What follows belongs to an exercise in optimizing a design on an open flow for a short achievable clock period and few clock cycles; a production flow would make more cautious choices. RTL that was checked went through simulation tests only; none was proved equivalent to the original. No driver is modelled on the clock port, so clock power and skew are understated where the tree is cut down; a real chip needs a root buffer or a tree. Power and IR drop assume default switching activity.

// ssq_symdec
module ssq_symdec (
    input  wire        clk,
    input  wire        rst,
    input  wire        in_valid,
    output wire        in_ready,
    input  wire [7:0]  in_data,
    input  wire        in_last,
    output reg         out_valid,
    input  wire        out_ready,
    output reg  [7:0]  out_data,
    output reg         out_last,
    output reg  [1:0]  out_err,
    output reg  [15:0] out_err_pos,
    output reg  [7:0]  out_err_val,
    output reg  [2:0]  out_pad
);
For scale: roughly 53 I/O pins, about 30000 um2 of cells after synthesis.
==> flow/config.mk <==
export PLATFORM = sky130hd
export DESIGN_NAME = ssq_symdec
export DESIGN_NICKNAME = ssq_symdec
export VERILOG_FILES = /design/flow/design.v
export SDC_FILE = /design/flow/constraint.sdc
export NUM_CORES = 4
export LEC_CHECK = 0
export CAP_MARGIN = 20
export CORE_MARGIN = 2
export CORE_UTILIZATION = 55
export SETUP_SLACK_MARGIN = 3.4
export SLEW_MARGIN = 20
==> flow/constraint.sdc <==
create_clock -name core_clock -period 5.0 [get_ports {clk}]
set_input_delay 1.0000 -clock core_clock [delete_from_list [all_inputs] [get_ports {clk}]]
set_output_delay 1.0000 -clock core_clock [all_outputs]
set_load 0.01 [all_outputs]
standard.sh (not shown) runs the stock make flow with config.mk's settings and CLKGATE_MAP_FILE= SYNTH_SCRIPT=/design/flow/synth_recipe.tcl, a recipe that flattens the netlist after the stock synthesis.
==> flow/flow/run.sh <==
#!/bin/bash
# Standard layout, except that:
#  - the port buffers are buf_4 (the resizer sizes them later), and
#  - the clock tree is built by flow/tree.tcl (a two-level tree of clkinv_16)
#    in place of clock_tree_synthesis.
# Each step's output goes to a log file of its own in this folder.
set -euo pipefail
here=$(pwd)
ports="BUFFER_PORTS_ARGS=-buffer_cell sky130_fd_sc_hd__buf_4"

bash standard.sh synth > log_1_synth.txt 2>&1
bash standard.sh "$ports" place > log_2_place.txt 2>&1

# ORFS's scripts with cts.tcl swapped for ours, used for the CTS step only
rm -rf "$here/cts_scripts"
cp -r "$FLOW_HOME/scripts" "$here/cts_scripts"
cp "$here/flow/cts.tcl" "$here/cts_scripts/cts.tcl"
FLOW_TREE_TCL="$here/flow/tree.tcl" bash standard.sh "$ports" do-4_1_cts do-4_cts \
  SCRIPTS_DIR="$here/cts_scripts" > log_3_cts.txt 2>&1

bash standard.sh "$ports" finish > log_4_finish.txt 2>&1
Other scripts of this flow, unchanged in this note and not shown: flow/flow/cts.tcl, flow/flow/tree.tcl
Testbench counts at the start, summed over its fixed seeds: cycles 69,243.
Next try:
--- a/flow/design.v
+++ b/flow/design.v
@@ -255,23 +255,17 @@
     end
     reg [IW-1:0]    fq [0:RS-1];
     reg [RS-1:0]    f_wp;       
     reg [RS-1:0]    f_rp;       
     reg [DEPTH:0]   f_tot;      
     reg             pop_d;      
-    reg [DEPTH:0]   f_mcnt;     
     reg [IW-1:0]    h;          
     reg             hv;
     wire            pop;
-    wire f_mempty = !f_mcnt[0];
-    wire from_m = (pop || !hv) && !f_mempty;
-    wire [DEPTH:0] mc_up   = {f_mcnt[DEPTH-1:0], 1'b1};
-    wire [DEPTH:0] mc_down = {1'b0, f_mcnt[DEPTH:1]};
-    wire [DEPTH:0] mcnt_pop   = (q_v && f_mempty) ? mc_up : (!q_v && !f_mempty) ? mc_down : f_mcnt;
-    wire           fill_nopop = !hv && !f_mempty;
-    wire [DEPTH:0] mcnt_nopop = (q_v && !fill_nopop) ? mc_up : (!q_v && fill_nopop) ? mc_down : f_mcnt;
+    wire f_mempty_p = |(f_wp & f_rp);
+    wire from_m = (pop || !hv) && !f_mempty_p;
     reg [IW-1:0] f_out;         
     integer j;
     always @(*) begin
         f_out = {IW{1'b0}};
         for (j = 0; j < RS; j = j + 1)
             f_out = f_out | (fq[j] & {IW{f_rp[j]}});
@@ -282,22 +276,20 @@
                 fq[j] <= q_item;
         h <= ({IW{from_m}} & f_out) | ({IW{!from_m}} & h);
         if (rst) begin
             f_wp   <= {{(RS-1){1'b0}}, 1'b1};
             f_rp   <= {{(RS-1){1'b0}}, 1'b1};
             f_tot  <= {(DEPTH+1){1'b0}};
-            f_mcnt <= {(DEPTH+1){1'b0}};
             pop_d  <= 1'b0;
             hv     <= 1'b0;
         end else begin
             if (q_v)
                 f_wp <= {f_wp[RS-2:0], f_wp[RS-1]};
             if (from_m)
                 f_rp <= {f_rp[RS-2:0], f_rp[RS-1]};
             pop_d <= pop;
-            f_mcnt <= pop ? mcnt_pop : mcnt_nopop;
             if (q_v && !pop_d)
                 f_tot <= {f_tot[DEPTH-1:0], 1'b1};
             else if (pop_d && !q_v)
                 f_tot <= {1'b0, f_tot[DEPTH:1]};
             hv <= from_m || (hv && !pop);
         end
=> Synthesized cell count came out lower by 7.5%. Sequential power came out higher by about 0.7%. Sequential cell count came out lower by 13. Utilization hardly moves. Setup slack degrades by 0.16 ns. Wire length came out lower by 5.3%.
For the second run of this note, only the layout was checked, not whether the RTL still works. In every run of this note, the design's own scripts or RTL, not TritonCTS, make the clock network.

re-timing with driven ports:
The flow's constraints put no driver on any port. The routed layouts listed below were extracted and timed again, unchanged, in two steps.
Step 1 assumes that a clkbuf_16 drives the clock port and a buf_2 every other input.
Step 2, shift: input delay + t, output delay - t, t = (earliest + latest rising clock arrival at the registers) / 2. This alone moves slack from input paths to output paths.
Three values: ideal, step 1, step 2; two values: the first two.
run	t (ns)	slack for setup (ns)	clock arrival spread, ns	slew at the worst register clock pin (ns)
the first run	0.541	3.267 / 3.008 / 2.700	0.039 / 0.040	0.11 / 0.11
the second run	0.528	3.111 / 3.013 / 2.959	0.030 / 0.031	0.09 / 0.09
After both steps every run listed still meets setup and hold. For the first run, which loses most, drivers alone change the setup slack by -0.259 ns; drivers and shift together by -0.567 ns.
